Source: an optimization exercise on an open RTL-to-GDS flow (aim: small area, a short achievable clock period and few clock cycles per item). Production flows keep margins and buffers that such runs may drop.
Function was checked by simulation only, so behaviour that the tests miss may differ from the original.

==> inputs of job 2508 <==
## bcc_block
module bcc_block (
  input  wire         clk,
  input  wire         rst,           
  input  wire         in_valid,
  output wire         in_ready,
  input  wire         in_decrypt,    
  input  wire [4:0]   in_keylen,     
  input  wire [127:0] in_key,
  input  wire [63:0]  in_block,
  output wire         out_valid,
  input  wire         out_ready,
  output wire [63:0]  out_block
);
==> flow/config.mk <==
export PLATFORM = sky130hd
export DESIGN_NAME = bcc_block
export DESIGN_NICKNAME = bcc_block
export VERILOG_FILES = /design/flow/design.v
export SDC_FILE = /design/flow/constraint.sdc
export NUM_CORES = 4
export LEC_CHECK = 0
export CAP_MARGIN = 20
export CORE_MARGIN = 2
export CORE_UTILIZATION = 65
export CTS_BUF_LIST = sky130_fd_sc_hd__clkbuf_4 sky130_fd_sc_hd__clkbuf_8
export SLEW_MARGIN = 20
==> flow/constraint.sdc <==
create_clock -name core_clock -period 12.0 [get_ports {clk}]
set_input_delay 2.4000 -clock core_clock [delete_from_list [all_inputs] [get_ports {clk}]]
set_output_delay 2.4000 -clock core_clock [all_outputs]
set_load 0.01 [all_outputs]
standard.sh (not shown) runs the stock make flow with config.mk's settings and CLKGATE_MAP_FILE= SYNTH_SCRIPT=/design/flow/synth_recipe.tcl, a recipe that flattens the netlist after the stock synthesis.
==> flow/flow/run.sh <==
#!/bin/bash
bash standard.sh "BUFFER_PORTS_ARGS=-buffer_cell sky130_fd_sc_hd__buf_1" SETUP_SLACK_MARGIN=6.8 finish > flow_make.log 2>&1
==> job 3891 (differences from job 2508) <==
--- a/flow/design.v
+++ b/flow/design.v
@@ -122,18 +122,16 @@
   assign u3[39:32] = {p8[4:0], p8[7:5]};
   wire [7:0] p9 = (in_block[23:16] ^ in_block[47:40]);
   assign u3[47:40] = {p9[5:0], p9[7:6]};
   wire [7:0] p10 = (in_block[39:32] ^ in_block[23:16]);
   assign u3[55:48] = {p10[6:0], p10[7:7]};
   wire [7:0] p11 = (in_block[31:24] ^ in_block[39:32]);
   assign u3[63:56] = p11;
   wire [63:0] x12 = in_decrypt ? u3 : w2;
-  reg        e0;    
-  always @(posedge clk) if (~stall) e0 <= ~in_decrypt;
   always @(posedge clk) begin
     if (rst) v0 <= 1'b0;
     else if (~stall) v0 <= in_valid;
     if (~stall) begin
       d0 <= in_decrypt;
       x0 <= x12;
       k0 <= kb;
     end
@@ -168,24 +166,24 @@
   assign w38[15:8] = add8(x0[15:8], 8'd227);
   assign w38[23:16] = add8(x0[23:16], 8'd224);
   assign w38[31:24] = add8(x0[31:24], 8'd219);
   assign w38[39:32] = add8(x0[39:32], 8'd212);
   assign w38[47:40] = add8(x0[47:40], 8'd203);
   assign w38[55:48] = add8(x0[55:48], 8'd192);
   assign w38[63:56] = add8(x0[63:56], 8'd179);
   wire [63:0] s39;
-  assign s39[7:0] = add8(k0[7:0], (e0 ? 8'd1 : 8'd4));
-  assign s39[15:8] = add8(k0[15:8], (e0 ? 8'd1 : 8'd4));
-  assign s39[23:16] = add8(k0[23:16], (e0 ? 8'd1 : 8'd4));
-  assign s39[31:24] = add8(k0[31:24], (e0 ? 8'd1 : 8'd4));
-  assign s39[39:32] = add8(k0[39:32], (e0 ? 8'd1 : 8'd4));
-  assign s39[47:40] = add8(k0[47:40], (e0 ? 8'd1 : 8'd4));
-  assign s39[55:48] = add8(k0[55:48], (e0 ? 8'd1 : 8'd4));
-  assign s39[63:56] = add8(k0[63:56], (e0 ? 8'd1 : 8'd4));
+  assign s39[7:0] = add8(k0[7:0], (d0 ? 8'd4 : 8'd1));
+  assign s39[15:8] = add8(k0[15:8], (d0 ? 8'd4 : 8'd1));
+  assign s39[23:16] = add8(k0[23:16], (d0 ? 8'd4 : 8'd1));
+  assign s39[31:24] = add8(k0[31:24], (d0 ? 8'd4 : 8'd1));
+  assign s39[39:32] = add8(k0[39:32], (d0 ? 8'd4 : 8'd1));
+  assign s39[47:40] = add8(k0[47:40], (d0 ? 8'd4 : 8'd1));
+  assign s39[55:48] = add8(k0[55:48], (d0 ? 8'd4 : 8'd1));
+  assign s39[63:56] = add8(k0[63:56], (d0 ? 8'd4 : 8'd1));
   wire [63:0] w40;
   assign w40[7:0] = m37[7:0] ^ s39[7:0];
   assign w40[15:8] = m37[15:8] ^ s39[15:8];
   assign w40[23:16] = m37[23:16] ^ s39[23:16];
   assign w40[31:24] = m37[31:24] ^ s39[31:24];
   assign w40[39:32] = m37[39:32] ^ s39[39:32];
   assign w40[47:40] = m37[47:40] ^ s39[47:40];
   assign w40[55:48] = m37[55:48] ^ s39[55:48];
@@ -255,36 +253,34 @@
   assign w77[15:8] = add8(u43[15:8], 8'd234);
   assign w77[23:16] = add8(u43[23:16], 8'd231);
   assign w77[31:24] = add8(u43[31:24], 8'd226);
   assign w77[39:32] = add8(u43[39:32], 8'd219);
   assign w77[47:40] = add8(u43[47:40], 8'd210);
   assign w77[55:48] = add8(u43[55:48], 8'd199);
   assign w77[63:56] = add8(u43[63:56], 8'd186);
   wire [63:0] s78;
-  assign s78[7:0] = add8(k0[7:0], (e0 ? 8'd2 : 8'd3));
-  assign s78[15:8] = add8(k0[15:8], (e0 ? 8'd2 : 8'd3));
-  assign s78[23:16] = add8(k0[23:16], (e0 ? 8'd2 : 8'd3));
-  assign s78[31:24] = add8(k0[31:24], (e0 ? 8'd2 : 8'd3));
-  assign s78[39:32] = add8(k0[39:32], (e0 ? 8'd2 : 8'd3));
-  assign s78[47:40] = add8(k0[47:40], (e0 ? 8'd2 : 8'd3));
-  assign s78[55:48] = add8(k0[55:48], (e0 ? 8'd2 : 8'd3));
-  assign s78[63:56] = add8(k0[63:56], (e0 ? 8'd2 : 8'd3));
+  assign s78[7:0] = add8(k0[7:0], (d0 ? 8'd3 : 8'd2));
+  assign s78[15:8] = add8(k0[15:8], (d0 ? 8'd3 : 8'd2));
+  assign s78[23:16] = add8(k0[23:16], (d0 ? 8'd3 : 8'd2));
+  assign s78[31:24] = add8(k0[31:24], (d0 ? 8'd3 : 8'd2));
+  assign s78[39:32] = add8(k0[39:32], (d0 ? 8'd3 : 8'd2));
+  assign s78[47:40] = add8(k0[47:40], (d0 ? 8'd3 : 8'd2));
+  assign s78[55:48] = add8(k0[55:48], (d0 ? 8'd3 : 8'd2));
+  assign s78[63:56] = add8(k0[63:56], (d0 ? 8'd3 : 8'd2));
   wire [63:0] x79 = d0 ? w77 : m76;
   wire [63:0] w80;
   assign w80[7:0] = x79[7:0] ^ s78[7:0];
   assign w80[15:8] = x79[15:8] ^ s78[15:8];
   assign w80[23:16] = x79[23:16] ^ s78[23:16];
   assign w80[31:24] = x79[31:24] ^ s78[31:24];
   assign w80[39:32] = x79[39:32] ^ s78[39:32];
   assign w80[47:40] = x79[47:40] ^ s78[47:40];
   assign w80[55:48] = x79[55:48] ^ s78[55:48];
   assign w80[63:56] = x79[63:56] ^ s78[63:56];
-  reg        e1;    
-  always @(posedge clk) if (~stall) e1 <= ~d0;
   always @(posedge clk) begin
     if (rst) v1 <= 1'b0;
     else if (~stall) v1 <= v0;
     if (~stall) begin
       d1 <= d0;
       x1 <= w80;
       k1 <= k0;
     end
@@ -345,24 +341,24 @@
   assign w116[15:8] = add8(u82[15:8], 8'd241);
   assign w116[23:16] = add8(u82[23:16], 8'd238);
   assign w116[31:24] = add8(u82[31:24], 8'd233);
   assign w116[39:32] = add8(u82[39:32], 8'd226);
   assign w116[47:40] = add8(u82[47:40], 8'd217);
   assign w116[55:48] = add8(u82[55:48], 8'd206);
   assign w116[63:56] = add8(u82[63:56], 8'd193);
   wire [63:0] s117;
-  assign s117[7:0] = add8(k1[7:0], (e1 ? 8'd3 : 8'd2));
-  assign s117[15:8] = add8(k1[15:8], (e1 ? 8'd3 : 8'd2));
-  assign s117[23:16] = add8(k1[23:16], (e1 ? 8'd3 : 8'd2));
-  assign s117[31:24] = add8(k1[31:24], (e1 ? 8'd3 : 8'd2));
-  assign s117[39:32] = add8(k1[39:32], (e1 ? 8'd3 : 8'd2));
-  assign s117[47:40] = add8(k1[47:40], (e1 ? 8'd3 : 8'd2));
-  assign s117[55:48] = add8(k1[55:48], (e1 ? 8'd3 : 8'd2));
-  assign s117[63:56] = add8(k1[63:56], (e1 ? 8'd3 : 8'd2));
+  assign s117[7:0] = add8(k1[7:0], (d1 ? 8'd2 : 8'd3));
+  assign s117[15:8] = add8(k1[15:8], (d1 ? 8'd2 : 8'd3));
+  assign s117[23:16] = add8(k1[23:16], (d1 ? 8'd2 : 8'd3));
+  assign s117[31:24] = add8(k1[31:24], (d1 ? 8'd2 : 8'd3));
+  assign s117[39:32] = add8(k1[39:32], (d1 ? 8'd2 : 8'd3));
+  assign s117[47:40] = add8(k1[47:40], (d1 ? 8'd2 : 8'd3));
+  assign s117[55:48] = add8(k1[55:48], (d1 ? 8'd2 : 8'd3));
+  assign s117[63:56] = add8(k1[63:56], (d1 ? 8'd2 : 8'd3));
   wire [63:0] w118;
   assign w118[7:0] = m115[7:0] ^ s117[7:0];
   assign w118[15:8] = m115[15:8] ^ s117[15:8];
   assign w118[23:16] = m115[23:16] ^ s117[23:16];
   assign w118[31:24] = m115[31:24] ^ s117[31:24];
   assign w118[39:32] = m115[39:32] ^ s117[39:32];
   assign w118[47:40] = m115[47:40] ^ s117[47:40];
   assign w118[55:48] = m115[55:48] ^ s117[55:48];
@@ -398,18 +394,16 @@
   assign u121[39:32] = {p126[4:0], p126[7:5]};
   wire [7:0] p127 = (w119[23:16] ^ w119[47:40]);
   assign u121[47:40] = {p127[5:0], p127[7:6]};
   wire [7:0] p128 = (w119[39:32] ^ w119[23:16]);
   assign u121[55:48] = {p128[6:0], p128[7:7]};
   wire [7:0] p129 = (w119[31:24] ^ w119[39:32]);
   assign u121[63:56] = p129;
   wire [63:0] x130 = d1 ? u121 : w120;
-  reg        e2;    
-  always @(posedge clk) if (~stall) e2 <= ~d1;
   always @(posedge clk) begin
     if (rst) v2 <= 1'b0;
     else if (~stall) v2 <= v1;
     if (~stall) begin
       d2 <= d1;
       x2 <= x130;
       k2 <= k1;
     end
@@ -444,24 +438,24 @@
   assign w156[15:8] = add8(x2[15:8], 8'd248);
   assign w156[23:16] = add8(x2[23:16], 8'd245);
   assign w156[31:24] = add8(x2[31:24], 8'd240);
   assign w156[39:32] = add8(x2[39:32], 8'd233);
   assign w156[47:40] = add8(x2[47:40], 8'd224);
   assign w156[55:48] = add8(x2[55:48], 8'd213);
   assign w156[63:56] = add8(x2[63:56], 8'd200);
   wire [63:0] s157;
-  assign s157[7:0] = add8(k2[7:0], (e2 ? 8'd4 : 8'd1));
-  assign s157[15:8] = add8(k2[15:8], (e2 ? 8'd4 : 8'd1));
-  assign s157[23:16] = add8(k2[23:16], (e2 ? 8'd4 : 8'd1));
-  assign s157[31:24] = add8(k2[31:24], (e2 ? 8'd4 : 8'd1));
-  assign s157[39:32] = add8(k2[39:32], (e2 ? 8'd4 : 8'd1));
-  assign s157[47:40] = add8(k2[47:40], (e2 ? 8'd4 : 8'd1));
-  assign s157[55:48] = add8(k2[55:48], (e2 ? 8'd4 : 8'd1));
-  assign s157[63:56] = add8(k2[63:56], (e2 ? 8'd4 : 8'd1));
+  assign s157[7:0] = add8(k2[7:0], (d2 ? 8'd1 : 8'd4));
+  assign s157[15:8] = add8(k2[15:8], (d2 ? 8'd1 : 8'd4));
+  assign s157[23:16] = add8(k2[23:16], (d2 ? 8'd1 : 8'd4));
+  assign s157[31:24] = add8(k2[31:24], (d2 ? 8'd1 : 8'd4));
+  assign s157[39:32] = add8(k2[39:32], (d2 ? 8'd1 : 8'd4));
+  assign s157[47:40] = add8(k2[47:40], (d2 ? 8'd1 : 8'd4));
+  assign s157[55:48] = add8(k2[55:48], (d2 ? 8'd1 : 8'd4));
+  assign s157[63:56] = add8(k2[63:56], (d2 ? 8'd1 : 8'd4));
   wire [63:0] w158;
   assign w158[7:0] = m155[7:0] ^ s157[7:0];
   assign w158[15:8] = m155[15:8] ^ s157[15:8];
   assign w158[23:16] = m155[23:16] ^ s157[23:16];
   assign w158[31:24] = m155[31:24] ^ s157[31:24];
   assign w158[39:32] = m155[39:32] ^ s157[39:32];
   assign w158[47:40] = m155[47:40] ^ s157[47:40];
   assign w158[55:48] = m155[55:48] ^ s157[55:48];
@@ -540,18 +534,16 @@
   assign w196[15:8] = w195[15:8] ^ k2[15:8];
   assign w196[23:16] = w195[23:16] ^ k2[23:16];
   assign w196[31:24] = w195[31:24] ^ k2[31:24];
   assign w196[39:32] = w195[39:32] ^ k2[39:32];
   assign w196[47:40] = w195[47:40] ^ k2[47:40];
   assign w196[55:48] = w195[55:48] ^ k2[55:48];
   assign w196[63:56] = w195[63:56] ^ k2[63:56];
   wire [63:0] o197 = d2 ? w196 : m194;
-  reg        e3;    
-  always @(posedge clk) if (~stall) e3 <= ~d2;
   always @(posedge clk) begin
     if (rst) v3 <= 1'b0;
     else if (~stall) v3 <= v2;
     if (~stall) begin
       d3 <= d2;
       x3 <= o197;
       k3 <= k2;
     end
==> flow/flow/run.sh (replaced) <==
#!/bin/bash
bash standard.sh "BUFFER_PORTS_ARGS=-buffer_cell sky130_fd_sc_hd__buf_1" SETUP_SLACK_MARGIN=6.7 finish > flow_make.log 2>&1
==> flow/config.mk (replaced) <==
export PLATFORM = sky130hd
export DESIGN_NAME = bcc_block
export DESIGN_NICKNAME = bcc_block
export VERILOG_FILES = /design/flow/design.v
export SDC_FILE = /design/flow/constraint.sdc
export NUM_CORES = 4
export LEC_CHECK = 0
export CAP_MARGIN = 20
export CORE_MARGIN = 2
export CORE_UTILIZATION = 70
export SLEW_MARGIN = 20
==> impl_metrics.env <==
export IMPL_path_cells="buf_6 > or4b_4 > buf_6 > nor2_4 > a22oi_2 > o21ai_1 > ha_2 > ha_4 > inv_2 > ha_4 > ha_4 > xor2_4 > ha_4 > inv_2 > ha_4 > ha_4 > xor2_2 > xnor2_1 > o21ai_1"
export IMPL_ctsResizeCount=74
export IMPL_path_common_cell="ha_4"
export IMPL_cts_buffers=77
export IMPL_synth_seq_area_share_pct=34.6
export IMPL_synth_seq_cells=458
export IMPL_global_route_usage_met1_pct=55.9
export IMPL_synth_area_per_cell_um2=11.4
export IMPL_fin_util_pct=74.9
export IMPL_fp_row_count=90
export IMPL_status="finished clean"
That was job 2508.
==> impl_metrics.env <==
export IMPL_status="finished clean"
export IMPL_fin_util_pct=78.5
export IMPL_ctsResizeCount=51
export IMPL_path_cells="buf_2 > nor3_4 > nand2_4 > mux2i_2 > inv_1 > ha_4 > ha_4 > ha_1 > ha_1 > ha_1 > ha_1 > xor2_1 > ha_2 > xor2_1 > xnor2_1 > o21ai_0"
export IMPL_cts_buffers=48
export IMPL_fp_row_count=87
export IMPL_synth_seq_cells=455
That was job 3891.
Testbench counts of job 2508, summed over its fixed seeds: cycles 1,632, items 1,600.
Testbench counts of job 3891, summed over its fixed seeds: cycles 1,632, items 1,600.

[static timing again, ports no longer ideal]
The flow's constraints put no driver on any port. The routed layouts listed below were extracted and timed again, unchanged, in two steps.
Step 1 sets driving cells, clkbuf_16 on the clock port and buf_2 on the other inputs (assumed; they add their load-dependent delay and slew).
Step 2 moves the port delays by t, midway between the first and last clock arrival at a register: inputs arrive t later, outputs are due t later. That takes back most of the time a late clock gives input paths.
Three values: ideal, step 1, step 2; two values: the first two.
run	t, ns	setup slack, ns	worst setup path after step 2
job 2508	0.764	6.746 / 6.759 / 5.994	input to register
job 3891	0.684	6.634 / 6.666 / 5.982	input to register
After both steps setup and hold are still met in every run listed. The setup slack of job 2508, which loses most, moves by +0.013 ns with the drivers and by -0.752 ns with both steps.
